Background: an optimization exercise with open tools, aiming at small area, a short achievable clock period and few clock cycles per item. Do not read the settings as production practice.
Only simulation tests tie the RTL to the original design; equivalence was not proved.
Power figures rest on the tool's default switching activity, not on a simulated workload.

## flow/design.v (module list and top-level ports; edited modules follow where they fit)
// module fpmul_s1: 57 lines
// module fpmul_s2: 32 lines
// module lzc32: 28 lines
// module mul24_csa: 1140 lines
// module fpadd_s1: 63 lines
// module fpadd_align: 21 lines
// module fpadd_s2: 41 lines
// module bq_engine: 386 lines
module bq_engine (
    input  wire        clk,
    input  wire        rst,
    input  wire        cmd_valid,
    output wire        cmd_ready,
    input  wire [2:0]  cmd_op,
    input  wire [1:0]  cmd_idx,
    input  wire [2:0]  cmd_sub,
    input  wire [31:0] cmd_data,
    output reg         res_valid,
    output reg  [31:0] res_data
);
  // ...
==> flow/run.sh <==
#!/bin/bash
# synth_recipe.tcl (not shown) runs the flow's synth.tcl, then flattens the netlist and writes it again
# the make line also repeats each setting of config.mk as NAME=value (left out here)
make -C /OpenROAD-flow-scripts/flow DESIGN_CONFIG=/design/flow/config.mk WORK_HOME=/design/flow/orfs CLKGATE_MAP_FILE= SYNTH_SCRIPT=/design/flow/synth_recipe.tcl finish
==> flow/config.mk <==
export PLATFORM = sky130hd
export DESIGN_NAME = bq_engine
export DESIGN_NICKNAME = bq_engine
export VERILOG_FILES = /design/flow/design.v
export SDC_FILE = /design/flow/constraint.sdc
export NUM_CORES = 4
export LEC_CHECK = 0
export CAP_MARGIN = 20
export CELL_PAD_IN_SITES_DETAIL_PLACEMENT = 1
export CELL_PAD_IN_SITES_GLOBAL_PLACEMENT = 1
export CORE_MARGIN = 2
export CORE_UTILIZATION = 40
export SLEW_MARGIN = 20
==> flow/constraint.sdc <==
create_clock -name core_clock -period 22.0 [get_ports {clk}]
set_input_delay 4.4000 -clock core_clock [delete_from_list [all_inputs] [get_ports {clk}]]
set_output_delay 4.4000 -clock core_clock [all_outputs]
set_load 0.01 [all_outputs]
==> results.py, run 1 <==
metrics = {
    "status": {
        "outcome": "timing/DRC/antenna clean",
    },
    "final_layout": {
        "final-instance-count-excl-fill": 15700,
        "regMostFlops": "g_inst.g_cf.r",
        "seqCellArea_um2": 52200,
        "nonClockInverterCount": 820,
        "buffers": 447,
    },
    "logic_synthesis": {
        "yosysUniqueCellTypes": 126,
        "synth_area_leader_cell": "edfxtp_1",
        "yosysWarnings": 1,
        "synth_compound_area_share_pct": 19.6,
        "synthArstFlopShare_pct": 0,
        "avgSynthCellArea_um2": 10.1,
    },
    "route": {
        "dr.first_iter.drc_count": 14100,
        "first_pass_iters": 7,
        "wl_mm": 597,
        "wl_met3_mm": 65.6,
    },
    "place": {
        "gp_congestion": 0.981,
        "place_worst_setup_slack_ns": 14.15,
        "numPlacedInstances": 15300,
    },
    "global_routing": {
        "gr-usage-met3_pct": 11.0,
        "use_met2_pct": 58.4,
    },
    "sta": {
        "fmax_mhz": 126,
        "setup_ws_ns": 14.06,
    },
    "critical_path": {
        "crit_path_frequent_cell": "buf_4",
        "cp-end-kind": "register",
        "crit_path_end": "a2_nd[12]$_DFF_P_",
        "critPathRequiredTime_ns": 22.76,
        "cp_top_family": "simple AND/OR/NAND/NOR gates",
        "r2r_slack_ns": 14.06,
        "rr_startpoint": "s_ar[3]$_DFF_P_",
        "crit_arrival_ns": 8.70,
    },
    "pwr": {
        "pwr-share-comb_pct": 33.6,
        "p_per_area_nw_per_um2": 96.5,
        "p_seq_share_pct": 37.0,
    },
    "floorplanning": {
        "die_y_um": 546,
        "row_count": 199,
        "start_util_pct": 40.1,
    },
    "clocking": {
        "post_cts_buffers": 0,
        "cts_buffer_depth": 4,
    },
}
Testbench counts, summed over its fixed seeds: cycles 27,766, items 4,783.
==> run 2, diff against run 1 <==
--- a/flow/config.mk
+++ b/flow/config.mk
@@ -10,4 +10,6 @@
 export CELL_PAD_IN_SITES_GLOBAL_PLACEMENT = 1
 export CORE_MARGIN = 2
 export CORE_UTILIZATION = 40
+export CTS_CLUSTER_DIAMETER = 60
+export CTS_CLUSTER_SIZE = 20
 export SLEW_MARGIN = 20
==> run 2 against run 1 <==
  * Largest power group unchanged
  * Final area shrank 0.67%
  * Cell count decreased by 0.66%
  * Setup slack got worse by 0.037 ns
  * Clock-buffer cell count decreased by 110
  * Clock skew shrank 0.022 ns
  * Register-to-register slack got worse by 0.04 ns
  * Worst hold slack better by 0.0033 ns
  * Combinational power is essentially flat
  * Highest routed layer unchanged
  * Maximum frequency down 0.46%
  * Non-clock buffer count down 1
  * Clock power decreased by 7.5%
  * Utilization decreased by 0.30 points
==> results.py, run 2 <==
metrics = {
    "status": {
        "outcome": "timing/DRC/antenna clean",
    },
    "logic_synthesis": {
        "synth.top_cell.area_share_pct": 31.9,
        "synthFlopType": "edfxtp_1",
        "syn-instance-count": 11600,
        "yosysUniqueCellTypes": 126,
        "synth.cell_area_um2": 118000,
        "syn_nets": 12500,
        "ys_seq_elements": 1977,
        "synth_area_leader_cell": "edfxtp_1",
        "synthArstFlopShare_pct": 0,
        "yosysWarnings": 1,
        "synth_area_leaders": "edfxtp_1, dfxtp_1, fa_1, nor2_1, a22oi_1",
        "avgSynthCellArea_um2": 10.1,
        "synth.most_common_cell": "nor2_1",
        "yosysSeqAreaShare_pct": 44.3,
        "yosys-top-cells-count": "nor2_1, edfxtp_1, inv_1, dfxtp_1, nand2_1",
        "synth_edf_count": 1248,
    },
    "sta": {
        "setup_viol": 0,
        "worst_pin_slew_ns": 1.33,
        "finClkSkew_ns": 0.136,
        "period_needed_ns": 7.97,
        "fin_hold_ws_ns": 0.349,
        "period_share_pct": 36.2,
        "hold_viol": 0,
        "relSlewSlack_pct": 11.3,
        "fin_setup_tns_ns": 0,
        "drv_slew": 0,
        "fmax_mhz": 125,
        "rsz0062_at_grt": "false",
    },
    "critical_path": {
        "cp_max_fo": 7,
        "rr_endpoint": "g_inst[3].r1[25]$_DFFE_PP_",
        "cp_top_family": "compound AO/OA/AOI/OAI gates",
        "path_cells": "ha_1 > fa_1 > a211oi_2 > o21ai_1 > a211oi_1 > o21ai_0 > and3b_1 > a221oi_1 > o32ai_1 > a211oi_1 > a2111oi_0 > a31oi_2 > nand4_1 > nor4b_1 > nand4_1 > mux2i_1 > o21bai_1 > o211ai_1",
        "crit_arrival_ns": 8.62,
        "crit_type": "reg2reg",
        "r2r_slack_ns": 14.03,
        "cp.depth": 18,
        "worstSetupStartpoint": "m2_ps[1]$_DFF_P_",
        "r2r_cells": 18,
        "critPathSlowestCell": "a211oi_1",
        "rr_startpoint": "m2_ps[1]$_DFF_P_",
        "cp_num_buf_inv": 0,
        "max_stage_delay_ns": 0.80,
        "crit_path_end": "g_inst[3].r1[25]$_DFFE_PP_",
        "cp-end-kind": "register",
        "critPathLaunchType": "register",
        "critPathRequiredTime_ns": 22.65,
    },
    "global_routing": {
        "grt_pass1_wl_mm": 823,
        "grt.overflow.total": 0,
        "globalRouteTotalUtil_pct": 38.7,
        "grt_pass1_vias": 105000,
        "grt_max_degree": 59,
        "antenna_found_initial": 46,
    },
    "floorplanning": {
        "fp.coreArea_um2": 293000,
        "row_count": 199,
        "die_y_um": 546,
        "die_x_um": 546,
        "start_util_pct": 40.1,
        "io_pins": 77,
        "die_area_um2": 298000,
    },
    "route": {
        "dr.first_iter.drc_count": 14900,
        "num_vias": 105000,
        "viasPerCell": 6.73,
        "wl_per_cell_um": 38.1,
        "wl_mm": 596,
        "first_pass_iters": 10,
        "route.detailed.drc": 0,
        "drtAntennaViolNets": 0,
    },
    "final_layout": {
        "syn_to_final_growth_pct": 11.0,
        "fillers": 32000,
        "final_cell_mix": "edfxtp_1, nor2_1, inv_1, nand2_1, dfxtp_1",
        "final_common_cell": "edfxtp_1",
        "largest_reg_flops": 640,
        "seqCellArea_um2": 52200,
        "regMostFlops": "g_inst.g_cf.r",
        "drive_gt1_share_pct": 10.6,
        "nets": 12400,
        "multi_input_area_um2": 60500,
        "utilization_pct": 44.5,
        "final-instance-count-excl-fill": 15600,
    },
    "clocking": {
        "cts_tree": "done",
        "post_cts_resized": 0,
        "cts_sinks": 1977,
        "cts_buffers": 177,
        "path_clk_slew_ns": 0.08,
        "htreeDepth": 4,
        "clkLatencyLatePin_ns": 0.93,
        "cts_buffer_depth": 4,
        "ctsHoldBuffers": 0,
        "clock-root-buffer": "clkbuf_16",
        "post_cts_buffers": 0,
    },
    "place": {
        "gp_congestion": 0.981,
        "hpwl_mm": 404,
        "numPlacedInstances": 15300,
        "io_buffer_count": 76,
    },
    "pwr": {
        "p_per_area_nw_per_um2": 94.8,
        "total_power_mw": 12.4,
        "ir_drop_mv": 0.0791,
        "p_leak_nw": 48.0,
    },
    "job": {
        "drv_cap": 0,
    },
    "hold_path": {
        "hold_class": "reg2reg",
    },
}
==> run 2: per-stage QoR <==
stage / cell area [um^2] / setup slack [ns]
finish: 131000 / 14.03
floorplan: 118000 / 16.08
CTS: 130000 / 14.11
detailed placement: 124000 / 14.15
global placement: 124000 / 14.15
global route: 131000 / 13.73
==> run 2: worst min-delay path by stage <==
stage,startpoint,to,slack (ns),cells after the start
finish,e_af$_SDFF_PN0_,w_af$_DFF_P_,0.35,0
floorplan,e_af$_SDFF_PN0_,w_af$_DFF_P_,0.31,0
CTS,e_af$_SDFF_PN0_,w_af$_DFF_P_,0.35,0
detailed placement,e_af$_SDFF_PN0_,w_af$_DFF_P_,0.34,0
global placement,e_af$_SDFF_PN0_,w_af$_DFF_P_,0.31,0
global route,e_af$_SDFF_PN0_,w_af$_DFF_P_,0.36,0
==> run 2: power breakdown <==
part,leakage [nW],total [mW],internal [mW],switching (mW)
clock,3.02,3.45,1.79,1.65
sequential,16.9,4.68,4.34,0.349
combinational,28.0,4.25,1.25,3.00
total,48.0,12.4,7.38,5.00
==> run 2: logic make-up (layout without fill, tap and decap cells) <==
group	count (synthesis)	in the layout	share of synthesized area, %
xor+xnor	339	339	2.53
mux	352	352	3.25
compound gates	3190	3190	19.6
other cells	0	23	0
fa+ha+maj	770	770	11.3
simple gates	3464	3464	13.9
buf+inv	1555	1586	5.02
flops	1977	1977	44.3
==> run 2: metal layers <==
metal / GRT usage, % / wire [um]
met1: 50.6 / 237000
met2: 58.3 / 257000
met3: 10.4 / 64700
met4: 20.4 / 36900
met5: 0 / 244
==> run 2: final cells by class <==
class | count | area share [%]
diodes | 23 | 0.0441
clock buffers | 201 | 3.52
clock inverters | 119 | 1.31
inverters | 820 | 2.36
multi-input cells | 8115 | 46.3
flip-flops and latches | 1977 | 40.0
well taps | 3919 | 3.76
repair buffers | 446 | 2.72
==> run 3, diff against run 2 <==
--- a/flow/config.mk
+++ b/flow/config.mk
@@ -12,4 +12,5 @@
 export CORE_UTILIZATION = 40
 export CTS_CLUSTER_DIAMETER = 60
 export CTS_CLUSTER_SIZE = 20
+export PLACE_DENSITY = 0.7
 export SLEW_MARGIN = 20
==> run 3 against run 2 <==
  * Largest power group unchanged
  * Largest cell class unchanged
  * Maximum frequency grew 1.7%
  * Worst hold slack worse by 0.019 ns
  * Clock-buffer cell count decreased by 10
  * Utilization shrank 0.37 points
  * Setup slack improved by 0.13 ns
  * Critical endpoint is now g_inst[3].r0[27]$_DFFE_PP_
==> results.py, run 3 <==
metrics = {
    "clocking": {
        "cts_sinks": 1977,
        "path_clk_slew_ns": 0.08,
        "cts_buffers": 162,
        "htreeDepth": 4,
        "cts_tree": "done",
        "post_cts_buffers": 0,
        "post_cts_resized": 0,
        "clock-root-buffer": "clkbuf_16",
        "ctsHoldBuffers": 0,
        "clkLatencyLatePin_ns": 0.91,
        "cts_buffer_depth": 4,
    },
    "final_layout": {
        "final-instance-count-excl-fill": 15600,
        "largest_reg_flops": 640,
        "seqCellArea_um2": 52200,
        "final_common_cell": "edfxtp_1",
        "fillers": 32300,
        "syn_to_final_growth_pct": 10.1,
        "final_area_um2": 129000,
        "multi_input_area_um2": 60400,
        "utilization_pct": 44.2,
        "regMostFlops": "g_inst.g_cf.r",
        "nets": 12300,
        "final_cell_mix": "edfxtp_1, nor2_1, inv_1, nand2_1, dfxtp_1",
        "drive_gt1_share_pct": 10.1,
    },
    "global_routing": {
        "grt_pass1_vias": 107000,
        "globalRouteTotalUtil_pct": 37.2,
        "grt.overflow.total": 0,
        "grt_max_degree": 81,
        "antenna_found_initial": 43,
        "grt_pass1_wl_mm": 802,
    },
    "sta": {
        "hold_viol": 0,
        "fmax_mhz": 127,
        "worst_pin_slew_ns": 1.34,
        "fin_hold_ws_ns": 0.329,
        "setup_ws_ns": 14.16,
        "rsz0062_at_grt": "false",
        "relSlewSlack_pct": 10.2,
        "period_needed_ns": 7.84,
        "period_share_pct": 35.7,
        "finClkSkew_ns": 0.101,
        "drv_slew": 0,
        "fin_setup_tns_ns": 0,
        "setup_viol": 0,
    },
    "route": {
        "viasPerCell": 6.87,
        "first_pass_iters": 14,
        "dr.first_iter.drc_count": 17100,
        "route.detailed.drc": 0,
        "wl_per_cell_um": 36.9,
        "wl_mm": 575,
        "drtAntennaViolNets": 0,
        "num_vias": 107000,
    },
    "pwr": {
        "ir_drop_mv": 0.101,
        "switching_share_pct": 41.1,
        "pwr-share-comb_pct": 34.9,
        "p_per_area_nw_per_um2": 93.4,
        "p_seq_share_pct": 39.6,
        "p_leak_nw": 47.5,
        "p_sw_mw": 4.97,
        "p_int_mw": 7.12,
        "total_power_mw": 12.1,
        "pwr-share-clk_pct": 25.5,
    },
    "logic_synthesis": {
        "synthArstFlopShare_pct": 0,
        "syn_nets": 12500,
        "yosysSeqAreaShare_pct": 44.3,
        "synth_edf_count": 1248,
        "ys_seq_elements": 1977,
        "synth_area_leader_cell": "edfxtp_1",
        "syn-instance-count": 11600,
        "synth_area_leaders": "edfxtp_1, dfxtp_1, fa_1, nor2_1, a22oi_1",
        "yosys-top-cells-count": "nor2_1, edfxtp_1, inv_1, dfxtp_1, nand2_1",
        "synth.top_cell.area_share_pct": 31.9,
        "synthFlopType": "edfxtp_1",
        "yosysUniqueCellTypes": 126,
        "yosysWarnings": 1,
        "avgSynthCellArea_um2": 10.1,
        "synth.most_common_cell": "nor2_1",
        "synth.cell_area_um2": 118000,
    },
    "floorplanning": {
        "fp.coreArea_um2": 293000,
        "die_area_um2": 298000,
        "row_count": 199,
        "die_y_um": 546,
        "start_util_pct": 40.1,
        "io_pins": 77,
        "die_x_um": 546,
    },
    "critical_path": {
        "r2r_cells": 19,
        "cp_top_family": "simple AND/OR/NAND/NOR gates",
        "rr_startpoint": "a2_nd[21]$_DFF_P_",
        "critPathSlowestCell": "nor4_1",
        "cp_num_buf_inv": 4,
        "critPathLaunchType": "register",
        "worstSetupStartpoint": "a2_nd[21]$_DFF_P_",
        "path_cells": "nor4_2 > nand4_2 > nor2_4 > inv_2 > o22ai_4 > buf_4 > inv_2 > mux2_2 > a211oi_1 > a211oi_1 > a221oi_1 > a311oi_2 > nand3_1 > nor4_1 > nand4_1 > xnor2_1 > a221o_1 > a222oi_1 > inv_1",
        "crit_type": "reg2reg",
        "max_stage_delay_ns": 1.01,
        "r2r_slack_ns": 14.16,
        "cp_max_fo": 26,
        "cp-end-kind": "register",
        "rr_endpoint": "g_inst[3].r0[27]$_DFFE_PP_",
        "crit_arrival_ns": 8.40,
        "critPathRequiredTime_ns": 22.56,
    },
    "hold_path": {
        "holdPathEnd": "w_af$_DFF_P_",
        "hp-start": "e_af$_SDFF_PN0_",
        "worstHoldPathCells": 0,
        "hold_class": "reg2reg",
    },
    "place": {
        "io_buffer_count": 76,
        "place_worst_setup_slack_ns": 14.40,
        "hpwl_mm": 395,
        "numPlacedInstances": 15300,
        "gp_congestion": 1.03,
        "dpl_cell_area_um2": 124000,
    },
    "job": {
        "drv_cap": 0,
    },
    "status": {
        "outcome": "timing/DRC/antenna clean",
    },
}
==> run 3: cells by family (layout without fill, tap and decap cells) <==
kind of cell / Yosys count / count (layout) / share of synthesized area [%]
and+or+nand+nor: 3464 / 3464 / 13.9
AOI/OAI and AO/OA: 3190 / 3190 / 19.6
DFF: 1977 / 1977 / 44.3
buffers and inverters: 1555 / 1530 / 5.02
adders and majority gates: 770 / 770 / 11.3
muxes: 352 / 352 / 3.25
xor gates and xnor gates: 339 / 339 / 2.53
other: 0 / 33 / 0
==> run 3: worst max-delay path by stage <==
stage	to	slack, ns	cells after the start
after floorplan	a2_lzm[5]$_DFF_P_	16.08	24
after global placement	m2_k[5]$_DFF_P_	14.40	22
after detailed placement	res_data[12]$_DFFE_PP_	14.40	20
after CTS	m2_k[5]$_DFF_P_	14.32	22
after global routing	m2_k[5]$_DFF_P_	13.76	22
final	g_inst[3].r0[27]$_DFFE_PP_	14.16	19
==> run 3: worst reg2reg max path: cells and delay by family (launching register included) <==
kind,cells,cell delay [ns]
mux,1,0.39
compound gates,7,2.46
simple gates,6,2.91
xor+xnor,1,0.24
buf+inv,4,1.03
flops,1,0.52
==> run 3: layout make-up <==
type | instances | share of cell area, %
clock inverter | 84 | 0.785
timing repair buffer | 435 | 2.68
clock buffer | 191 | 3.36
antenna | 33 | 0.0638
inverter | 820 | 2.38
tap | 3919 | 3.79
sequential | 1977 | 40.3
multi-input combinational | 8115 | 46.6
==> run 3: power by group through the flow <==
stage | clock, mW | sequential, mW | combinational, mW
floorplan | 0 | 4.56 | 2.38
global placement | 0 | 4.80 | 3.89
detailed placement | 0 | 4.81 | 3.96
CTS | 3.09 | 4.73 | 3.99
global route | 3.22 | 4.77 | 4.36
finish | 3.09 | 4.78 | 4.22
==> run 3: layer usage <==
metal / track usage (%) / wire length [um] / vias up
met5: 2.26 / 1010 / -
met1: 48.3 / 218000 / 54200
met4: 18.5 / 34900 / 58
li1: - / - / 42800
met2: 53.7 / 238000 / 8045
met3: 14.0 / 82900 / 1963
==> module fpadd_s1, before the edit <==
module fpadd_s1 (
    input  wire [31:0] a,
    input  wire [31:0] b,
    input  wire        sub,
    output wire [23:0] ml,       
    output wire [26:0] ms,       
    output wire [24:0] nd,       
    output wire [7:0]  el,       
    output wire [24:0] lzmask,   
    output wire        sl,       
    output wire        esub,     
    output wire        near,     
    output wire        spec,     
    output wire        snan,     
    output wire        ssgn      
);
    wire [31:0] bb = {b[31] ^ sub, b[30:0]};
    wire [7:0]  ea = a[30:23];
    wire [7:0]  eb = bb[30:23];
    wire a_max = &ea;
    wire b_max = &eb;
    wire a_fz  = ~|a[22:0];
    wire b_fz  = ~|bb[22:0];
    wire a_nan = a_max & ~a_fz;
    wire b_nan = b_max & ~b_fz;
    wire a_inf = a_max & a_fz;
    wire b_inf = b_max & b_fz;
    assign spec = a_max | b_max;
    assign snan = a_nan | b_nan | (a_inf & b_inf & (a[31] ^ bb[31]));
    assign ssgn = a_inf ? a[31] : bb[31];
    wire        ah = |ea;
    wire        bh = |eb;
    wire [7:0]  ea1 = {ea[7:1], ea[0] | ~ah};
    wire [7:0]  eb1 = {eb[7:1], eb[0] | ~bh};
    wire [23:0] ma = {ah, a[22:0]};
    wire [23:0] mb = {bh, bb[22:0]};
    wire swap = bb[30:0] > a[30:0];
    wire [8:0] dab = {1'b0, ea1} - {1'b0, eb1};
    wire [8:0] dba = {1'b0, eb1} - {1'b0, ea1};
    wire [26:0] ma_al, mb_al;
    fpadd_align u_ala (.m(ma), .d(dba[7:0]), .y(ma_al));
    fpadd_align u_alb (.m(mb), .d(dab[7:0]), .y(mb_al));
    assign ml   = swap ? mb : ma;
    assign ms   = (swap ? ma_al : mb_al) ^ {27{esub}};
    assign el   = swap ? eb1 : ea1;
    assign sl   = swap ? bb[31] : a[31];
    assign esub = a[31] ^ bb[31];
    wire d0 = (ea1 == eb1);
    wire d1 = (dab == 9'd1) | (dba == 9'd1);
    assign near = esub & (d0 | d1);
    wire [23:0] na0 = ma - mb;
    wire [23:0] nb0 = mb - ma;
    wire [24:0] na1 = {ma, 1'b0} - {1'b0, mb};
    wire [24:0] nb1 = {mb, 1'b0} - {1'b0, ma};
    assign nd = d1 ? (swap ? nb1 : na1) : {swap ? nb0 : na0, 1'b0};
    wire [7:0] em1 = el - 8'd1;
    genvar g;
    generate
        for (g = 0; g < 25; g = g + 1) begin : g_mask
            assign lzmask[g] = (em1 == 8'd24 - g);
        end
    endgenerate
endmodule
==> module bq_engine, before the edit <==
module bq_engine (
    input  wire        clk,
    input  wire        rst,
    input  wire        cmd_valid,
    output wire        cmd_ready,
    input  wire [2:0]  cmd_op,
    input  wire [1:0]  cmd_idx,
    input  wire [2:0]  cmd_sub,
    input  wire [31:0] cmd_data,
    output reg         res_valid,
    output reg  [31:0] res_data
);
    localparam [2:0] OP_SETCOEF   = 3'd0;
    localparam [2:0] OP_SETTOPO   = 3'd1;
    localparam [2:0] OP_RESET     = 3'd2;
    localparam [2:0] OP_TRANSFORM = 3'd3;
    localparam [2:0] OP_RDCOEF    = 3'd4;
    localparam [2:0] OP_RDSTATE   = 3'd5;
    localparam [2:0] OP_RDTOPO    = 3'd6;
    localparam [2:0] OP_NOP       = 3'd7;
    function [31:0] flush;
        input [31:0] v;
        flush = (v[30:23] == 8'd0 && v[22:0] != 23'd0) ? 32'd0 : v;
    endfunction
    reg        q0v, q1v;
    reg [39:0] q0, q1;
    wire [39:0] cin = {cmd_op, cmd_idx, cmd_sub, cmd_data};
    assign cmd_ready = ~q1v;
    wire push = cmd_valid & ~q1v;
    wire pop;
    wire byp;                       
    wire q0ld = pop | ~q0v;
    wire [39:0] q0nx = q1v ? q1 : cin;
    wire [2:0]  h_op   = q0[39:37];
    wire [1:0]  h_idx  = q0[36:35];
    wire [2:0]  h_sub  = q0[34:32];
    wire [31:0] h_data = q0[31:0];
    always @(posedge clk) begin
        if (rst) begin
            q0v <= 1'b0;
            q1v <= 1'b0;
        end else begin
            if (pop) begin
                q0v <= q1v | push;
                q1v <= q1v & push;
            end else if (push) begin
                q0v <= 1'b1;
                q1v <= q0v;
            end else if (byp) begin
                q1v <= 1'b0;
            end
        end
    end
    always @(posedge clk) begin
        if (q0ld) q0 <= q0nx;
        if (~q1v) q1 <= cin;
    end
    reg        bI, bO;              
    reg [1:0]  tI, tO;              
    reg [2:0]  kI, kO;              
    reg [1:0]  iI, iO;              
    reg        hI, hO;              
    reg        rI, rO;              
    reg        fI, fO;              
    reg        gI, gO;
    reg        pI, pO;              
    reg [1:0]  qI, qO;              
    reg [1:0]  jI, jO;              
    reg [31:0] xI, xO, uI, uO, vI, vO;
    reg        wv;
    reg [2:0]  wk;
    reg        wp;
    reg        w_h, w_r;            
    wire wb_end  = wv & (wk == 3'd5);      
    wire wb_last = wb_end | (wv & wp);     
    wire anyb = bI | bO;
    wire [32*20-1:0] cf;            
    wire [32*16-1:0] st;            
    reg  [19:0]      cfv;           
    reg  [15:0]      stv;
    wire [19:0]      cfv_n;         
    wire [15:0]      stv_n;
    wire [19:0]      cfv_s;         
    wire [15:0]      stv_s;
    wire [2*4-1:0]   tp;
    reg [19:0] s_c;
    reg [15:0] s_ms;
    reg [2:0]  s_mr;                
    reg [3:0]  s_as3;
    reg [4:0]  s_ar;                
    reg [11:0] s_abs;               
    reg        s_abm;
    reg        s_sub;
    reg [31:0] rm, ra;              
    reg [31:0] m_acc, m_bcc, a_acc, a_bcc;
    integer n;
    always @* begin
        m_acc = 32'd0;
        for (n = 0; n < 20; n = n + 1)
            m_acc = m_acc | ({32{s_c[n]}} & cf[32*n +: 32]);
        m_bcc = ({32{s_mr[0]}} & xI) | ({32{s_mr[1]}} & vI) | ({32{s_mr[2]}} & ra);
        for (n = 0; n < 16; n = n + 1)
            m_bcc = m_bcc | ({32{s_ms[n]}} & st[32*n +: 32]);
        a_acc = ({32{s_ar[0]}} & xI) | ({32{s_ar[1]}} & uI) | ({32{s_ar[2]}} & vI) |
                ({32{s_ar[3]}} & ra) | ({32{s_ar[4]}} & rm);
        for (n = 0; n < 4; n = n + 1)
            a_acc = a_acc | ({32{s_as3[n]}} & st[32*(4*n+3) +: 32]);
        a_bcc = {32{s_abm}} & rm;
        for (n = 0; n < 4; n = n + 1)
            a_bcc = a_bcc | ({32{s_abs[3*n+0]}} & st[32*(4*n+0) +: 32]) |
                            ({32{s_abs[3*n+1]}} & st[32*(4*n+1) +: 32]) |
                            ({32{s_abs[3*n+2]}} & st[32*(4*n+2) +: 32]);
    end
    wire [47:0] m1_ps, m1_pc; wire [6:0] m1_k; wire [9:0] m1_e0; wire [8:0] m1_cut;
    wire [5:0] m1_tz; wire m1_sy, m1_spec; wire [1:0] m1_skind;
    fpmul_s1 u_m1 (.a(m_acc), .b(m_bcc), .ps(m1_ps), .pc(m1_pc), .k(m1_k), .e0(m1_e0),
                   .cut0(m1_cut), .tzp(m1_tz), .sy(m1_sy), .spec(m1_spec), .skind(m1_skind));
    reg [47:0] m2_ps, m2_pc; reg [6:0] m2_k; reg [9:0] m2_e0; reg [8:0] m2_cut;
    reg [5:0] m2_tz; reg m2_sy, m2_spec; reg [1:0] m2_skind;
    always @(posedge clk) begin
        m2_ps <= m1_ps; m2_pc <= m1_pc; m2_k <= m1_k; m2_e0 <= m1_e0; m2_cut <= m1_cut;
        m2_tz <= m1_tz; m2_sy <= m1_sy; m2_spec <= m1_spec; m2_skind <= m1_skind;
    end
    wire [31:0] mul_y;
    fpmul_s2 u_m2 (.ps(m2_ps), .pc(m2_pc), .k(m2_k), .e0(m2_e0), .cut0(m2_cut), .tzp(m2_tz),
                   .sy(m2_sy), .spec(m2_spec), .skind(m2_skind), .y(mul_y));
    wire [23:0] a1_ml; wire [26:0] a1_ms; wire [24:0] a1_nd; wire [7:0] a1_el; wire [24:0] a1_lzm;
    wire a1_sl, a1_esub, a1_near, a1_spec, a1_snan, a1_ssgn;
    fpadd_s1 u_a1 (.a(a_acc), .b(a_bcc), .sub(s_sub), .ml(a1_ml), .ms(a1_ms), .nd(a1_nd),
                   .el(a1_el), .lzmask(a1_lzm), .sl(a1_sl), .esub(a1_esub), .near(a1_near),
                   .spec(a1_spec), .snan(a1_snan), .ssgn(a1_ssgn));
    reg [23:0] a2_ml; reg [26:0] a2_ms; reg [24:0] a2_nd; reg [7:0] a2_el; reg [24:0] a2_lzm;
    reg a2_sl, a2_esub, a2_near, a2_spec, a2_snan, a2_ssgn;
    always @(posedge clk) begin
        a2_ml <= a1_ml; a2_ms <= a1_ms; a2_nd <= a1_nd; a2_el <= a1_el; a2_lzm <= a1_lzm;
        a2_sl <= a1_sl; a2_esub <= a1_esub; a2_near <= a1_near;
        a2_spec <= a1_spec; a2_snan <= a1_snan; a2_ssgn <= a1_ssgn;
    end
    wire [31:0] add_y, add_f;
    fpadd_s2 u_a2 (.ml(a2_ml), .ms(a2_ms), .nd(a2_nd), .el(a2_el), .lzmask(a2_lzm), .sl(a2_sl),
                   .esub(a2_esub), .near(a2_near), .spec(a2_spec), .snan(a2_snan), .ssgn(a2_ssgn),
                   .y(add_y), .yf(add_f));
    wire [31:0] mul_n = {~mul_y[31], mul_y[30:0]};
    wire early  = ((tI == 2'd3) & (kI >= 3'd4)) | (~tI[1] & (kI == 3'd5));
    wire freeO  = ~bO | wb_end;
    wire haz    = bI & (iI == h_idx) & ~early;
    wire ibusy  = (bI & (iI == h_idx)) | (bO & (iO == h_idx));
    wire [1:0] h_top = tp[2*h_idx +: 2];
    wire mergeO = bO & (kO == 3'd5) & (tO != 2'd2) & (h_top != 2'd2);
    reg  byo;                       
    reg  blk;                       
    reg  hv, rel;                   
    reg  [31:0] hreg;
    wire launch0 = q0v & (h_op == OP_TRANSFORM) & (freeO | mergeO) & ~haz & ~blk;
    wire [2:0]  b_op   = q1[39:37];
    wire [1:0]  b_idx  = q1[36:35];
    wire [31:0] b_data = q1[31:0];
    wire [1:0]  b_top  = tp[2*b_idx +: 2];
    wire mergeOb = bO & (kO == 3'd5) & (tO != 2'd2) & (b_top != 2'd2);
    assign byp  = q0v & (h_op == OP_TRANSFORM) & haz & q1v & (b_op == OP_TRANSFORM) &
                  (b_idx != iI) & (freeO | mergeOb) & ~byo & ~blk;
    wire launch = launch0 | byp;
    wire [1:0]  l_top  = byp ? b_top : h_top;
    wire [1:0]  l_idx  = byp ? b_idx : h_idx;
    wire [31:0] l_data = byp ? b_data : h_data;
    wire        l_mrg  = byp ? mergeOb : mergeO;
    wire quiet  = ~anyb & ~hv & ~rel;
    wire do_sc  = q0v & (h_op == OP_SETCOEF) & ~ibusy;
    wire do_clr = q0v & ((h_op == OP_SETTOPO) | (h_op == OP_RESET)) & quiet;
    wire do_rd  = q0v & h_op[2] & (h_op != OP_NOP) & quiet;
    wire do_nop = q0v & (h_op == OP_NOP);
    assign pop = launch0 | do_sc | do_clr | do_rd | do_nop;
    wire [31:0] rd_val = (h_op == OP_RDCOEF)  ? m_acc :
                         (h_op == OP_RDSTATE) ? m_bcc : {30'd0, tp[2*h_idx +: 2]};
    wire       nb = launch | (bO & ~wb_end);
    wire [1:0] nt = launch ? l_top : tO;
    wire [2:0] nk = launch ? 3'd0 : kO;
    wire [1:0] ni = launch ? l_idx : iO;
    wire       np = launch & l_mrg;
    wire [1:0] nq_t = tO;
    wire [39:0] nq = q0ld ? q0nx : q0;
    wire        nrd = ~nb & nq[39] & (nq[39:37] != OP_NOP);
    reg [4:0] d_c;
    reg [6:0] d_mb;
    reg [5:0] d_aa;
    reg [3:0] d_ab;
    reg       d_sub;
    always @* begin
        d_c = 5'd0; d_mb = 7'd0; d_aa = 6'd0; d_ab = 4'd0; d_sub = 1'b0;
        case ({nt, nk})
            {2'd0, 3'd0}: begin d_c = 5'b00001; d_mb = 7'b0000001; end
            {2'd0, 3'd1}: begin d_c = 5'b00010; d_mb = 7'b0000010; end
            {2'd0, 3'd2}: begin d_c = 5'b00100; d_mb = 7'b0000100; d_aa = 6'b000010; d_ab = 4'b0001; end
            {2'd0, 3'd3}: begin d_c = 5'b01000; d_mb = 7'b0001000; d_aa = 6'b001000; d_ab = 4'b0001; end
            {2'd0, 3'd4}: begin d_c = 5'b10000; d_mb = 7'b0010000; d_aa = 6'b001000; d_ab = 4'b0001; d_sub = 1'b1; end
            {2'd0, 3'd5}: begin d_aa = 6'b001000; d_ab = 4'b0001; d_sub = 1'b1; end
            {2'd1, 3'd0}: begin d_c = 5'b01000; d_mb = 7'b0000010; end
            {2'd1, 3'd1}: begin d_c = 5'b10000; d_mb = 7'b0000100; d_aa = 6'b000001; d_ab = 4'b0001; d_sub = 1'b1; end
            {2'd1, 3'd2}: begin d_c = 5'b00010; d_mb = 7'b0000010; d_aa = 6'b001000; d_ab = 4'b0001; d_sub = 1'b1; end
            {2'd1, 3'd3}: begin d_c = 5'b00001; d_mb = 7'b0100000; end
            {2'd1, 3'd4}: begin d_c = 5'b00100; d_mb = 7'b0000100; d_aa = 6'b000100; d_ab = 4'b0001; end
            {2'd1, 3'd5}: begin d_aa = 6'b001000; d_ab = 4'b0001; end
            {2'd2, 3'd0}: begin d_aa = 6'b000001; d_ab = 4'b1000; end
            {2'd2, 3'd1}: begin d_c = 5'b00001; d_mb = 7'b0000001; end
            {2'd2, 3'd2}: begin d_c = 5'b00010; d_mb = 7'b0000001; d_aa = 6'b010000; d_ab = 4'b0010; end
            {2'd2, 3'd3}: begin d_c = 5'b00100; d_mb = 7'b0000001; d_aa = 6'b010000; d_ab = 4'b0100; end
            {2'd2, 3'd4}: begin d_c = 5'b01000; d_mb = 7'b0000001; end
            {2'd2, 3'd5}: begin d_c = 5'b10000; d_mb = 7'b0000001; d_aa = 6'b100000; d_ab = 4'b0001; d_sub = 1'b1; end
            {2'd3, 3'd0}: begin d_c = 5'b00001; d_mb = 7'b0000001; end
            {2'd3, 3'd1}: begin d_c = 5'b00010; d_mb = 7'b0000001; d_aa = 6'b010000; d_ab = 4'b0010; end
            {2'd3, 3'd2}: begin d_c = 5'b01000; d_mb = 7'b0100000; end
            {2'd3, 3'd3}: begin d_c = 5'b00100; d_mb = 7'b0000001; d_aa = 6'b000010; d_ab = 4'b0001; d_sub = 1'b1; end
            {2'd3, 3'd4}: begin d_c = 5'b10000; d_mb = 7'b1000000; d_aa = 6'b001000; d_ab = 4'b0100; end
            {2'd3, 3'd5}: begin d_aa = 6'b000010; d_ab = 4'b0001; d_sub = 1'b1; end
            default: ;
        endcase
        if (np) begin
            d_aa = (nq_t == 2'd3) ? 6'b000010 : 6'b001000;
            d_ab = 4'b0001;
            d_sub = (nq_t != 2'd1);
        end
    end
    reg [19:0] n_c;
    reg [15:0] n_ms;
    reg [3:0]  n_as3;
    reg [11:0] n_abs;
    integer ii, kk;
    always @* begin
        for (ii = 0; ii < 4; ii = ii + 1) begin
            for (kk = 0; kk < 5; kk = kk + 1)
                n_c[ii*5+kk] = cfv_s[ii*5+kk] &
                    ((nb & (ni == ii) & d_c[kk]) |
                     (nrd & (nq[36:35] == ii) & (nq[39:37] == OP_RDCOEF) & (nq[34:32] == kk)));
            for (kk = 0; kk < 4; kk = kk + 1)
                n_ms[ii*4+kk] = stv_s[ii*4+kk] &
                    ((nb & (ni == ii) & d_mb[kk+1]) |
                     (nrd & (nq[36:35] == ii) & (nq[39:37] == OP_RDSTATE) & (nq[33:32] == kk)));
            n_as3[ii] = stv_s[ii*4+3] & nb & (ni == ii) & d_aa[5];
            for (kk = 0; kk < 3; kk = kk + 1)
                n_abs[ii*3+kk] = stv_s[ii*4+kk] & nb & (ni == ii) & d_ab[kk+1];
        end
    end
    reg       e_um, e_ua, e_vm, e_va, e_x;
    reg       e_s0x, e_s0u, e_s0a, e_s1v, e_s1x, e_s1m, e_s1a, e_s2f, e_s2a, e_s3u, e_s3m, e_af;
    always @* begin
        {e_um, e_ua, e_vm, e_va, e_x} = 5'd0;
        {e_s0x, e_s0u, e_s0a, e_s1v, e_s1x, e_s1m, e_s1a, e_s2f, e_s2a, e_s3u, e_s3m, e_af} = 12'd0;
        case ({tI, kI})
            {2'd0, 3'd0}: e_um = 1'b1;                                     
            {2'd0, 3'd1}: e_s0x = 1'b1;
            {2'd0, 3'd2}: e_s1v = 1'b1;
            {2'd0, 3'd4}: e_s3u = 1'b1;
            {2'd0, 3'd5}: e_s2f = 1'b1;
            {2'd1, 3'd2}: begin e_ua = 1'b1; e_vm = 1'b1; end              
            {2'd1, 3'd3}: e_s0u = 1'b1;
            {2'd1, 3'd4}: e_s1x = 1'b1;
            {2'd2, 3'd0}: e_x = 1'b1;                                      
            {2'd2, 3'd2}: e_va = 1'b1;                                     
            {2'd2, 3'd3}: begin e_s0a = 1'b1; e_s1m = 1'b1; end
            {2'd2, 3'd5}: begin e_s2a = 1'b1; e_s3m = 1'b1; end
            {2'd3, 3'd1}: begin e_va = 1'b1; e_um = 1'b1; e_af = 1'b1; end  
            {2'd3, 3'd3}: e_um = 1'b1;                                     
            {2'd3, 3'd4}: e_s0a = 1'b1;
            {2'd3, 3'd5}: e_s1a = 1'b1;
            default: ;
        endcase
        if (pI) begin
            if (qI == 2'd0) e_s2f = 1'b1;
            if (qI == 2'd3) e_s1a = 1'b1;
        end
    end
    wire st_v = bI & ({tI, kI} == {2'd0, 3'd1});
    wire st_u = bI & ({tI, kI} == {2'd0, 3'd3});
    wire st_x = bI & ({tI, kI} == {2'd1, 3'd2});
    reg       w_um, w_ua, w_vm, w_va, w_x;
    reg       w_s0x, w_s0u, w_s0a, w_s1v, w_s1x, w_s1m, w_s1a, w_s2f, w_s2a, w_s3u, w_s3m, w_af, w_oadd;
    reg [3:0] w_ioh;                
    always @(posedge clk) begin
        s_c <= n_c; s_ms <= n_ms; s_as3 <= n_as3; s_abs <= n_abs;
        s_mr <= {d_mb[5], d_mb[6], d_mb[0]} & {3{nb}};
        s_ar <= {d_aa[4], d_aa[3], d_aa[2], d_aa[1], d_aa[0]} & {5{nb}};
        s_abm <= d_ab[0] & nb;
        s_sub <= d_sub;
        {w_um, w_ua, w_vm, w_va, w_x} <= {e_um, e_ua, e_vm, e_va, e_x} & {5{bI}};
        {w_s0x, w_s0u, w_s0a, w_s1v, w_s1x, w_s1m, w_s1a, w_s2f, w_s2a, w_s3u, w_s3m} <=
            {e_s0x, e_s0u, e_s0a, e_s1v, e_s1x, e_s1m, e_s1a, e_s2f, e_s2a, e_s3u, e_s3m} & {11{bI}};
        w_af <= e_af;
        w_oadd <= pI ? ~qI[1] : ~tI[1];
        w_ioh <= 4'b0001 << (pI ? jI : iI);
    end
    wire [31:0] d_s0 = ({32{w_s0x}} & xO) | ({32{w_s0u}} & uO) | ({32{w_s0a}} & add_y);
    wire [31:0] d_s1 = ({32{w_s1v}} & vO) | ({32{w_s1x}} & xO) | ({32{w_s1m}} & mul_y) |
                       ({32{w_s1a}} & add_y);
    wire [31:0] d_s2 = w_s2f ? add_f : add_y;
    wire [31:0] d_s3 = w_s3u ? uO : mul_n;
    wire wr_s0 = w_s0x | w_s0u | w_s0a;
    wire wr_s1 = w_s1v | w_s1x | w_s1m | w_s1a;
    wire wr_s2 = w_s2f | w_s2a;
    wire wr_s3 = w_s3u | w_s3m;
    always @(posedge clk) begin
        if (rst) begin
            bI        <= 1'b0;
            bO        <= 1'b0;
            wv        <= 1'b0;
            res_valid <= 1'b0;
            byo       <= 1'b0;
            blk       <= 1'b0;
            hv        <= 1'b0;
            rel       <= 1'b0;
        end else begin
            bO <= bI;
            bI <= nb;
            wv <= bI;
            res_valid <= (wb_last & ~w_h) | rel | do_rd;
            if (byp) byo <= 1'b1;
            else if (launch0) byo <= 1'b0;
            blk <= launch0 & byo;
            if (wb_last & w_h) hv <= 1'b1;
            else if (rel) hv <= 1'b0;
            rel <= wb_last & w_r;
        end
        if (wb_last & w_h) hreg <= w_oadd ? add_f : vO;
        if (wb_last & ~w_h) res_data <= w_oadd ? add_f : vO;
        else if (rel)       res_data <= hreg;
        else if (do_rd)     res_data <= rd_val;
    end
    always @(posedge clk) begin
        tO <= tI; kO <= kI + 3'd1; iO <= iI;
        tI <= nt; kI <= nk; iI <= ni;
        pO <= pI; qO <= qI; jO <= jI;
        pI <= np; qI <= tO; jI <= iO;
        wk <= kI;
        wp <= pI;
        w_h <= pI ? fI : hI;
        w_r <= pI ? gI : rI;
        hO <= hI; rO <= rI; fO <= fI; gO <= gI;
        hI <= launch ? byp : hO;
        rI <= launch ? (launch0 & byo) : rO;
        fI <= hO; gI <= rO;
        xO <= st_x ? m_bcc : xI;
        uO <= st_u ? m_bcc : uI;
        vO <= st_v ? m_bcc : vI;
        xI <= launch ? l_data : (w_x ? add_y : xO);
        uI <= w_um ? mul_y : (w_ua ? add_y : uO);
        vI <= w_vm ? mul_y : (w_va ? add_f : vO);
        rm <= mul_y;
        ra <= w_af ? add_f : add_y;
    end
    genvar gi, gk;
    generate
        for (gi = 0; gi < 4; gi = gi + 1) begin : g_inst
            wire wsel = wv & w_ioh[gi];
            wire clri = do_clr & (h_idx == gi);
            for (gk = 0; gk < 5; gk = gk + 1) begin : g_cf
                reg [31:0] r;
                wire we = do_sc & (h_idx == gi) & (h_sub == gk);
                assign cfv_s[gi*5+gk] = cfv[gi*5+gk] | we;
                assign cfv_n[gi*5+gk] = ~rst & cfv_s[gi*5+gk];
                always @(posedge clk) begin
                    if (we) r <= h_data;
                    cfv[gi*5+gk] <= cfv_n[gi*5+gk];
                end
                assign cf[32*(gi*5+gk) +: 32] = r;
            end
            reg [31:0] r0, r1, r2, r3;
            reg [1:0]  rt;
            wire w0 = wsel & wr_s0;
            wire w1 = wsel & wr_s1;
            wire w2 = wsel & wr_s2;
            wire w3 = wsel & wr_s3;
            assign stv_s[gi*4 +: 4] = clri ? 4'd0 : (stv[gi*4 +: 4] | {w3, w2, w1, w0});
            assign stv_n[gi*4 +: 4] = rst ? 4'd0 : stv_s[gi*4 +: 4];
            always @(posedge clk) begin
                if (w0) r0 <= d_s0;
                if (w1) r1 <= d_s1;
                if (w2) r2 <= d_s2;
                if (w3) r3 <= d_s3;
                stv[gi*4 +: 4] <= stv_n[gi*4 +: 4];
                if (rst) rt <= 2'd3;
                else if (clri & (h_op == OP_SETTOPO)) rt <= h_sub[1:0];
            end
            assign st[32*(gi*4) +: 128] = {r3, r2, r1, r0};
            assign tp[2*gi +: 2] = rt;
        end
    endgenerate
endmodule
==> run 4, diff against run 3 <==
--- a/flow/design.v
+++ b/flow/design.v
@@ -1310,13 +1310,15 @@
     wire [24:0] na1 = {ma, 1'b0} - {1'b0, mb};
     wire [24:0] nb1 = {mb, 1'b0} - {1'b0, ma};
     assign nd = d1 ? (swap ? nb1 : na1) : {swap ? nb0 : na0, 1'b0};
-    wire [7:0] em1 = el - 8'd1;
+    wire [24:0] mska, mskb;
     genvar g;
     generate
         for (g = 0; g < 25; g = g + 1) begin : g_mask
-            assign lzmask[g] = (em1 == 8'd24 - g);
+            assign mska[g] = (ea1 == 8'd25 - g);
+            assign mskb[g] = (eb1 == 8'd25 - g);
         end
     endgenerate
+    assign lzmask = swap ? mskb : mska;
 endmodule
 module fpadd_align (
     input  wire [23:0] m,
@@ -1467,7 +1469,7 @@
     wire [2*4-1:0]   tp;
     reg [19:0] s_c;
     reg [15:0] s_ms;
-    reg [2:0]  s_mr;                
+    reg [3:0]  s_mr;                
     reg [3:0]  s_as3;
     reg [4:0]  s_ar;                
     reg [11:0] s_abs;               
@@ -1480,7 +1482,8 @@
         m_acc = 32'd0;
         for (n = 0; n < 20; n = n + 1)
             m_acc = m_acc | ({32{s_c[n]}} & cf[32*n +: 32]);
-        m_bcc = ({32{s_mr[0]}} & xI) | ({32{s_mr[1]}} & vI) | ({32{s_mr[2]}} & ra);
+        m_bcc = ({32{s_mr[0]}} & xI) | ({32{s_mr[1]}} & vI) | ({32{s_mr[2]}} & ra) |
+                ({32{s_mr[3]}} & uI);
         for (n = 0; n < 16; n = n + 1)
             m_bcc = m_bcc | ({32{s_ms[n]}} & st[32*n +: 32]);
         a_acc = ({32{s_ar[0]}} & xI) | ({32{s_ar[1]}} & uI) | ({32{s_ar[2]}} & vI) |
@@ -1523,12 +1526,12 @@
                    .esub(a2_esub), .near(a2_near), .spec(a2_spec), .snan(a2_snan), .ssgn(a2_ssgn),
                    .y(add_y), .yf(add_f));
     wire [31:0] mul_n = {~mul_y[31], mul_y[30:0]};
-    wire early  = ((tI == 2'd3) & (kI >= 3'd4)) | (~tI[1] & (kI == 3'd5));
+    wire early  = ((tI == 2'd3) & (kI >= 3'd4)) | (kI == 3'd5);
     wire freeO  = ~bO | wb_end;
     wire haz    = bI & (iI == h_idx) & ~early;
     wire ibusy  = (bI & (iI == h_idx)) | (bO & (iO == h_idx));
     wire [1:0] h_top = tp[2*h_idx +: 2];
-    wire mergeO = bO & (kO == 3'd5) & (tO != 2'd2) & (h_top != 2'd2);
+    wire mergeO = bO & (kO == 3'd5) & ((tO == 2'd2) == (h_top == 2'd2));
     reg  byo;                       
     reg  blk;                       
     reg  hv, rel;                   
@@ -1538,7 +1541,7 @@
     wire [1:0]  b_idx  = q1[36:35];
     wire [31:0] b_data = q1[31:0];
     wire [1:0]  b_top  = tp[2*b_idx +: 2];
-    wire mergeOb = bO & (kO == 3'd5) & (tO != 2'd2) & (b_top != 2'd2);
+    wire mergeOb = bO & (kO == 3'd5) & ((tO == 2'd2) == (b_top == 2'd2));
     assign byp  = q0v & (h_op == OP_TRANSFORM) & haz & q1v & (b_op == OP_TRANSFORM) &
                   (b_idx != iI) & (freeO | mergeOb) & ~byo & ~blk;
     wire launch = launch0 | byp;
@@ -1563,45 +1566,50 @@
     wire [39:0] nq = q0ld ? q0nx : q0;
     wire        nrd = ~nb & nq[39] & (nq[39:37] != OP_NOP);
     reg [4:0] d_c;
-    reg [6:0] d_mb;
+    reg [7:0] d_mb;
     reg [5:0] d_aa;
     reg [3:0] d_ab;
     reg       d_sub;
     always @* begin
-        d_c = 5'd0; d_mb = 7'd0; d_aa = 6'd0; d_ab = 4'd0; d_sub = 1'b0;
+        d_c = 5'd0; d_mb = 8'd0; d_aa = 6'd0; d_ab = 4'd0; d_sub = 1'b0;
         case ({nt, nk})
-            {2'd0, 3'd0}: begin d_c = 5'b00001; d_mb = 7'b0000001; end
-            {2'd0, 3'd1}: begin d_c = 5'b00010; d_mb = 7'b0000010; end
-            {2'd0, 3'd2}: begin d_c = 5'b00100; d_mb = 7'b0000100; d_aa = 6'b000010; d_ab = 4'b0001; end
-            {2'd0, 3'd3}: begin d_c = 5'b01000; d_mb = 7'b0001000; d_aa = 6'b001000; d_ab = 4'b0001; end
-            {2'd0, 3'd4}: begin d_c = 5'b10000; d_mb = 7'b0010000; d_aa = 6'b001000; d_ab = 4'b0001; d_sub = 1'b1; end
+            {2'd0, 3'd0}: begin d_c = 5'b00001; d_mb = 8'b00000001; end
+            {2'd0, 3'd1}: begin d_c = 5'b00010; d_mb = 8'b00000010; end
+            {2'd0, 3'd2}: begin d_c = 5'b00100; d_mb = 8'b00000100; d_aa = 6'b000010; d_ab = 4'b0001; end
+            {2'd0, 3'd3}: begin d_c = 5'b01000; d_mb = 8'b00001000; d_aa = 6'b001000; d_ab = 4'b0001; end
+            {2'd0, 3'd4}: begin d_c = 5'b10000; d_mb = 8'b00010000; d_aa = 6'b001000; d_ab = 4'b0001; d_sub = 1'b1; end
             {2'd0, 3'd5}: begin d_aa = 6'b001000; d_ab = 4'b0001; d_sub = 1'b1; end
-            {2'd1, 3'd0}: begin d_c = 5'b01000; d_mb = 7'b0000010; end
-            {2'd1, 3'd1}: begin d_c = 5'b10000; d_mb = 7'b0000100; d_aa = 6'b000001; d_ab = 4'b0001; d_sub = 1'b1; end
-            {2'd1, 3'd2}: begin d_c = 5'b00010; d_mb = 7'b0000010; d_aa = 6'b001000; d_ab = 4'b0001; d_sub = 1'b1; end
-            {2'd1, 3'd3}: begin d_c = 5'b00001; d_mb = 7'b0100000; end
-            {2'd1, 3'd4}: begin d_c = 5'b00100; d_mb = 7'b0000100; d_aa = 6'b000100; d_ab = 4'b0001; end
+            {2'd1, 3'd0}: begin d_c = 5'b01000; d_mb = 8'b00000010; end
+            {2'd1, 3'd1}: begin d_c = 5'b10000; d_mb = 8'b00000100; d_aa = 6'b000001; d_ab = 4'b0001; d_sub = 1'b1; end
+            {2'd1, 3'd2}: begin d_c = 5'b00010; d_mb = 8'b00000010; d_aa = 6'b001000; d_ab = 4'b0001; d_sub = 1'b1; end
+            {2'd1, 3'd3}: begin d_c = 5'b00001; d_mb = 8'b00100000; end
+            {2'd1, 3'd4}: begin d_c = 5'b00100; d_mb = 8'b00000100; d_aa = 6'b000100; d_ab = 4'b0001; end
             {2'd1, 3'd5}: begin d_aa = 6'b001000; d_ab = 4'b0001; end
             {2'd2, 3'd0}: begin d_aa = 6'b000001; d_ab = 4'b1000; end
-            {2'd2, 3'd1}: begin d_c = 5'b00001; d_mb = 7'b0000001; end
-            {2'd2, 3'd2}: begin d_c = 5'b00010; d_mb = 7'b0000001; d_aa = 6'b010000; d_ab = 4'b0010; end
-            {2'd2, 3'd3}: begin d_c = 5'b00100; d_mb = 7'b0000001; d_aa = 6'b010000; d_ab = 4'b0100; end
-            {2'd2, 3'd4}: begin d_c = 5'b01000; d_mb = 7'b0000001; end
-            {2'd2, 3'd5}: begin d_c = 5'b10000; d_mb = 7'b0000001; d_aa = 6'b100000; d_ab = 4'b0001; d_sub = 1'b1; end
-            {2'd3, 3'd0}: begin d_c = 5'b00001; d_mb = 7'b0000001; end
-            {2'd3, 3'd1}: begin d_c = 5'b00010; d_mb = 7'b0000001; d_aa = 6'b010000; d_ab = 4'b0010; end
-            {2'd3, 3'd2}: begin d_c = 5'b01000; d_mb = 7'b0100000; end
-            {2'd3, 3'd3}: begin d_c = 5'b00100; d_mb = 7'b0000001; d_aa = 6'b000010; d_ab = 4'b0001; d_sub = 1'b1; end
-            {2'd3, 3'd4}: begin d_c = 5'b10000; d_mb = 7'b1000000; d_aa = 6'b001000; d_ab = 4'b0100; end
+            {2'd2, 3'd1}: begin d_c = 5'b00001; d_mb = 8'b10000000; end
+            {2'd2, 3'd2}: begin d_c = 5'b01000; d_mb = 8'b10000000; d_aa = 6'b010000; d_ab = 4'b0010; end
+            {2'd2, 3'd3}: begin d_c = 5'b00010; d_mb = 8'b10000000; d_aa = 6'b100000; d_ab = 4'b0001; d_sub = 1'b1; end
+            {2'd2, 3'd4}: begin d_c = 5'b00100; d_mb = 8'b10000000; d_aa = 6'b010000; d_ab = 4'b0100; end
+            {2'd2, 3'd5}: begin d_c = 5'b10000; d_mb = 8'b10000000; end
+            {2'd3, 3'd0}: begin d_c = 5'b00001; d_mb = 8'b00000001; end
+            {2'd3, 3'd1}: begin d_c = 5'b00010; d_mb = 8'b00000001; d_aa = 6'b010000; d_ab = 4'b0010; end
+            {2'd3, 3'd2}: begin d_c = 5'b01000; d_mb = 8'b00100000; end
+            {2'd3, 3'd3}: begin d_c = 5'b00100; d_mb = 8'b00000001; d_aa = 6'b000010; d_ab = 4'b0001; d_sub = 1'b1; end
+            {2'd3, 3'd4}: begin d_c = 5'b10000; d_mb = 8'b01000000; d_aa = 6'b001000; d_ab = 4'b0100; end
             {2'd3, 3'd5}: begin d_aa = 6'b000010; d_ab = 4'b0001; d_sub = 1'b1; end
             default: ;
         endcase
-        if (np) begin
+        if (np & (nq_t != 2'd2)) begin
             d_aa = (nq_t == 2'd3) ? 6'b000010 : 6'b001000;
             d_ab = 4'b0001;
             d_sub = (nq_t != 2'd1);
         end
+        if (np & (nq_t == 2'd2)) begin
+            d_c = 5'b10000;
+            d_mb = 8'b10000000;
+        end
     end
+    wire [1:0] nci = (np & (nq_t == 2'd2)) ? iO : ni;
     reg [19:0] n_c;
     reg [15:0] n_ms;
     reg [3:0]  n_as3;
@@ -1611,7 +1619,7 @@
         for (ii = 0; ii < 4; ii = ii + 1) begin
             for (kk = 0; kk < 5; kk = kk + 1)
                 n_c[ii*5+kk] = cfv_s[ii*5+kk] &
-                    ((nb & (ni == ii) & d_c[kk]) |
+                    ((nb & (nci == ii) & d_c[kk]) |
                      (nrd & (nq[36:35] == ii) & (nq[39:37] == OP_RDCOEF) & (nq[34:32] == kk)));
             for (kk = 0; kk < 4; kk = kk + 1)
                 n_ms[ii*4+kk] = stv_s[ii*4+kk] &
@@ -1636,10 +1644,11 @@
             {2'd1, 3'd2}: begin e_ua = 1'b1; e_vm = 1'b1; end              
             {2'd1, 3'd3}: e_s0u = 1'b1;
             {2'd1, 3'd4}: e_s1x = 1'b1;
-            {2'd2, 3'd0}: e_x = 1'b1;                                      
+            {2'd2, 3'd0}: e_ua = 1'b1;                                     
             {2'd2, 3'd2}: e_va = 1'b1;                                     
-            {2'd2, 3'd3}: begin e_s0a = 1'b1; e_s1m = 1'b1; end
-            {2'd2, 3'd5}: begin e_s2a = 1'b1; e_s3m = 1'b1; end
+            {2'd2, 3'd3}: e_s2a = 1'b1;
+            {2'd2, 3'd4}: begin e_s0a = 1'b1; e_s1m = 1'b1; end
+            {2'd2, 3'd5}: e_s3m = 1'b1;
             {2'd3, 3'd1}: begin e_va = 1'b1; e_um = 1'b1; e_af = 1'b1; end  
             {2'd3, 3'd3}: e_um = 1'b1;                                     
             {2'd3, 3'd4}: e_s0a = 1'b1;
@@ -1648,6 +1657,7 @@
         endcase
         if (pI) begin
             if (qI == 2'd0) e_s2f = 1'b1;
+            if (qI == 2'd2) e_s3m = 1'b1;
             if (qI == 2'd3) e_s1a = 1'b1;
         end
     end
@@ -1659,7 +1669,7 @@
     reg [3:0] w_ioh;                
     always @(posedge clk) begin
         s_c <= n_c; s_ms <= n_ms; s_as3 <= n_as3; s_abs <= n_abs;
-        s_mr <= {d_mb[5], d_mb[6], d_mb[0]} & {3{nb}};
+        s_mr <= {d_mb[7], d_mb[5], d_mb[6], d_mb[0]} & {4{nb}};
         s_ar <= {d_aa[4], d_aa[3], d_aa[2], d_aa[1], d_aa[0]} & {5{nb}};
         s_abm <= d_ab[0] & nb;
         s_sub <= d_sub;
@@ -1722,7 +1732,7 @@
         xO <= st_x ? m_bcc : xI;
         uO <= st_u ? m_bcc : uI;
         vO <= st_v ? m_bcc : vI;
-        xI <= launch ? l_data : (w_x ? add_y : xO);
+        xI <= launch ? l_data : xO;
         uI <= w_um ? mul_y : (w_ua ? add_y : uO);
         vI <= w_vm ? mul_y : (w_va ? add_f : vO);
         rm <= mul_y;
--- a/flow/config.mk
+++ b/flow/config.mk
@@ -10,7 +10,4 @@
 export CELL_PAD_IN_SITES_GLOBAL_PLACEMENT = 1
 export CORE_MARGIN = 2
 export CORE_UTILIZATION = 40
-export CTS_CLUSTER_DIAMETER = 60
-export CTS_CLUSTER_SIZE = 20
-export PLACE_DENSITY = 0.7
 export SLEW_MARGIN = 20
==> run 4 against run 3 <==
  * Sequential cell count increased by 3
  * Global-route usage rose by 2.9 points
  * Setup slack lost 0.74 ns
  * Clock power increased by 18%
  * Combinational power decreased by 18%
  * Non-clock buffer count increased by 12
  * Synthesized area down 0.67%
  * Via count shrank 2.2%
  * Power is 2.7% lower
  * Worst hold slack better by 0.0041 ns
  * Largest cell class unchanged
  * Highest routed layer unchanged
==> results.py, run 4 <==
metrics = {
    "critical_path": {
        "r2r_cells": 21,
        "critPathRequiredTime_ns": 22.76,
        "cp_max_fo": 13,
        "crit_type": "reg2reg",
        "rr_endpoint": "g_inst[1].r1[28]$_DFFE_PP_",
        "crit_arrival_ns": 9.35,
        "worstSetupStartpoint": "m2_pc[15]$_DFF_P_",
        "critPathLaunchType": "register",
        "rr_startpoint": "m2_pc[15]$_DFF_P_",
        "cp-end-kind": "register",
        "crit_path_end": "g_inst[1].r1[28]$_DFFE_PP_",
        "r2r_slack_ns": 13.42,
    },
    "clocking": {
        "post_cts_buffers": 0,
        "cts_buffer_depth": 4,
        "clock-root-buffer": "clkbuf_16",
        "cts_sinks": 1980,
        "cts_tree": "done",
        "clkLatencyLatePin_ns": 0.96,
        "post_cts_resized": 0,
        "ctsHoldBuffers": 0,
        "path_clk_slew_ns": 0.06,
        "cts_buffers": 216,
        "htreeDepth": 4,
    },
    "floorplanning": {
        "fp.coreArea_um2": 291000,
        "die_area_um2": 296000,
        "die_x_um": 544,
        "io_pins": 77,
        "row_count": 198,
        "die_y_um": 544,
        "start_util_pct": 40.2,
    },
    "logic_synthesis": {
        "yosys-top-cells-count": "nor2_1, edfxtp_1, inv_1, nand2_1, dfxtp_1",
        "syn-instance-count": 11600,
        "yosysUniqueCellTypes": 121,
        "synth_area_leaders": "edfxtp_1, dfxtp_1, fa_1, nor2_1, a22oi_1",
        "synthFlopType": "edfxtp_1",
        "synth_top_family_by_area": "compound AO/OA/AOI/OAI gates",
        "syn_nets": 12400,
        "yosysWarnings": 1,
        "synth.cell_area_um2": 117000,
        "synthXorXnorAreaFrac_pct": 2.66,
        "synthArstFlopShare_pct": 0,
        "avgSynthCellArea_um2": 10.1,
        "muxShareOfSynthArea_pct": 3.24,
        "yosysSeqAreaShare_pct": 44.6,
        "synth_area_leader_cell": "edfxtp_1",
        "synth.most_common_cell": "nor2_1",
        "ys_seq_elements": 1980,
        "synthSimpleGateAreaFrac_pct": 13.8,
        "synth_edf_count": 1248,
        "synth_compound_area_share_pct": 19.3,
        "synth_adder_area_share_pct": 11.4,
        "synth.top_cell.area_share_pct": 32.1,
    },
    "place": {
        "place_worst_setup_slack_ns": 13.67,
        "numPlacedInstances": 15200,
        "gp_congestion": 0.990,
        "hpwl_mm": 423,
        "io_buffer_count": 76,
    },
    "final_layout": {
        "utilization_pct": 44.9,
        "fillers": 31700,
        "final_cell_mix": "edfxtp_1, nor2_1, inv_1, nand2_1, dfxtp_1",
        "drive_gt1_share_pct": 11.0,
        "largest_reg_flops": 640,
        "final_common_cell": "edfxtp_1",
        "final-instance-count-excl-fill": 15600,
        "nets": 12300,
        "regMostFlops": "g_inst.g_cf.r",
        "syn_to_final_growth_pct": 11.8,
    },
    "sta": {
        "fmax_mhz": 117,
        "period_needed_ns": 8.58,
        "setup_viol": 0,
        "setup_ws_ns": 13.42,
        "rsz0062_at_grt": "false",
        "worst_pin_slew_ns": 1.37,
        "finClkSkew_ns": 0.155,
        "drv_slew": 0,
        "period_share_pct": 39.0,
        "fin_hold_ws_ns": 0.333,
        "fin_setup_tns_ns": 0,
        "relSlewSlack_pct": 7.98,
        "hold_viol": 0,
    },
    "route": {
        "num_vias": 105000,
        "dr.first_iter.drc_count": 14400,
        "route.detailed.drc": 0,
        "drtAntennaViolNets": 0,
        "wl_mm": 609,
        "wl_per_cell_um": 39.0,
        "first_pass_iters": 8,
        "viasPerCell": 6.69,
    },
    "pwr": {
        "p_leak_nw": 48.5,
        "ir_drop_mv": 0.130,
        "p_per_area_nw_per_um2": 90.0,
    },
    "global_routing": {
        "grt_pass1_wl_mm": 835,
        "grt.overflow.total": 0,
        "globalRouteTotalUtil_pct": 40.1,
        "grt_max_degree": 57,
        "grt_pass1_vias": 104000,
        "antenna_found_initial": 48,
    },
    "job": {
        "drv_cap": 0,
    },
    "status": {
        "outcome": "timing/DRC/antenna clean",
    },
    "hold_path": {
        "hold_class": "reg2reg",
    },
}
## run 4: changes by cell type in the layout (fill, tap and decap cells not counted), moves of 27 or more
cell	previous run	this run
a221oi_1	210	264
mux2i_1	225	196
clkbuf_1	18	50
o21ai_0	450	502
a22oi_1	594	538
a22o_1	190	228
clkinv_2	10	40
clkbuf_8	4	33
a222oi_1	144	117
nand2_1	662	787
nand3_1	353	321
a21oi_1	503	471
clkbuf_16	169	218
## run 4: worst min path at each step
| stage | cells past startpoint | start | endpoint |
|---|---|---|---|
| finish | 0 | e_af$_SDFF_PN0_ | w_af$_DFF_P_ |
| CTS | 0 | e_af$_SDFF_PN0_ | w_af$_DFF_P_ |
| global placement | 0 | e_af$_SDFF_PN0_ | w_af$_DFF_P_ |
| floorplan | 0 | e_af$_SDFF_PN0_ | w_af$_DFF_P_ |
| global route | 0 | e_af$_SDFF_PN0_ | w_af$_DFF_P_ |
| detailed placement | 0 | e_af$_SDFF_PN0_ | w_af$_DFF_P_ |
## run 4: layout make-up
cell class              count  area, um^2  area share, %
flip-flops and latches   1980       52200           40.0
clock inverters           100         913          0.700
multi-input cells        8080       59800           45.8
inverters                 803        3010           2.31
diodes                     19        47.5         0.0364
clock buffers             301        6100           4.67
repair buffers            447        3540           2.72
well taps                3900        4880           3.74
## run 4: critical path, cell delays in order (launching register included)
cell and delay [ns]:
dfxtp_1 0.31, ha_1 0.60, a21oi_2 0.21, o21ai_1 0.49, a21boi_1 0.26, or3_1 0.57, a2111oi_2 0.41, nor3_1 0.14
o311ai_4 0.41, o221ai_1 0.36, o32ai_1 0.39, a211oi_1 0.20, nor2b_1 0.25, ha_1 0.21, inv_1 0.06, a31oi_1 0.51
o211ai_1 0.37, or4_1 0.70, nor4_4 0.34, mux2_4 0.35, o41ai_4 0.96, a221o_1 0.36
## run 4: logic make-up (layout without fill, tap and decap cells)
logic type,after synthesis,count (layout)
buffers and inverters,1509,1651
AO/OA/AOI/OAI,3126,3126
other,0,19
multiplexers,346,346
XOR/XNOR,354,354
adder cells (fa/ha/maj),770,770
AND/OR/NAND/NOR,3484,3484
flip-flops,1980,1980
## run 4: layer usage
metal / track usage (%) / wire [um] / vias up
li1: - / - / 42500
met1: 52.8 / 241000 / 53900
met2: 60.4 / 262000 / 6684
met3: 11.7 / 71200 / 1517
met4: 18.9 / 35200 / 32
met5: 0 / 220 / -
## run 4: per-stage QoR
stage	power (mW)	cell area [um^2]
global route	12.1	131000
CTS	11.6	130000
floorplan	6.45	117000
global placement	7.96	123000
detailed placement	8.01	123000
finish	11.8	131000
## run 4: report_power, final
| part | leakage [nW] | switching [mW] | internal, mW |
|---|---|---|---|
| sequential | 17.0 | 0.329 | 4.33 |
| combinational | 28.0 | 2.48 | 0.977 |
| clock | 3.43 | 1.62 | 2.03 |
| total | 48.5 | 4.43 | 7.33 |
Testbench counts of run 4, summed over its fixed seeds: cycles 27,374, items 4,783.

## separate check: timing with driven ports
No port has a modelled driver above. Below, the same layouts with a new extraction and two added sets of constraints.
Step 1 sets driving cells, clkbuf_16 on the clock port and buf_2 on the other inputs (assumed; they add their load-dependent delay and slew).
Step 2 also shifts input and output timing later by t, the mid clock arrival at the registers, as if the neighbouring blocks saw the same clock.
Three values: no drivers, after step 1, after step 2; two values: the first two.
run | t, ns | setup slack, ns | latest minus earliest clock arrival (ns) | cell pins on the clock port's net
run 1 | 0.980 | 14.063 / 14.063 / 14.063 | 0.158 / 0.159 | 1
run 2 | 0.971 | 14.026 / 14.026 / 14.026 | 0.136 / 0.136 | 1
run 3 | 0.974 | 14.155 / 14.155 / 14.155 | 0.100 / 0.100 | 1
run 4 | 0.989 | 13.417 / 13.417 / 13.417 | 0.155 / 0.155 | 1
After both steps setup and hold are still met in every run listed.
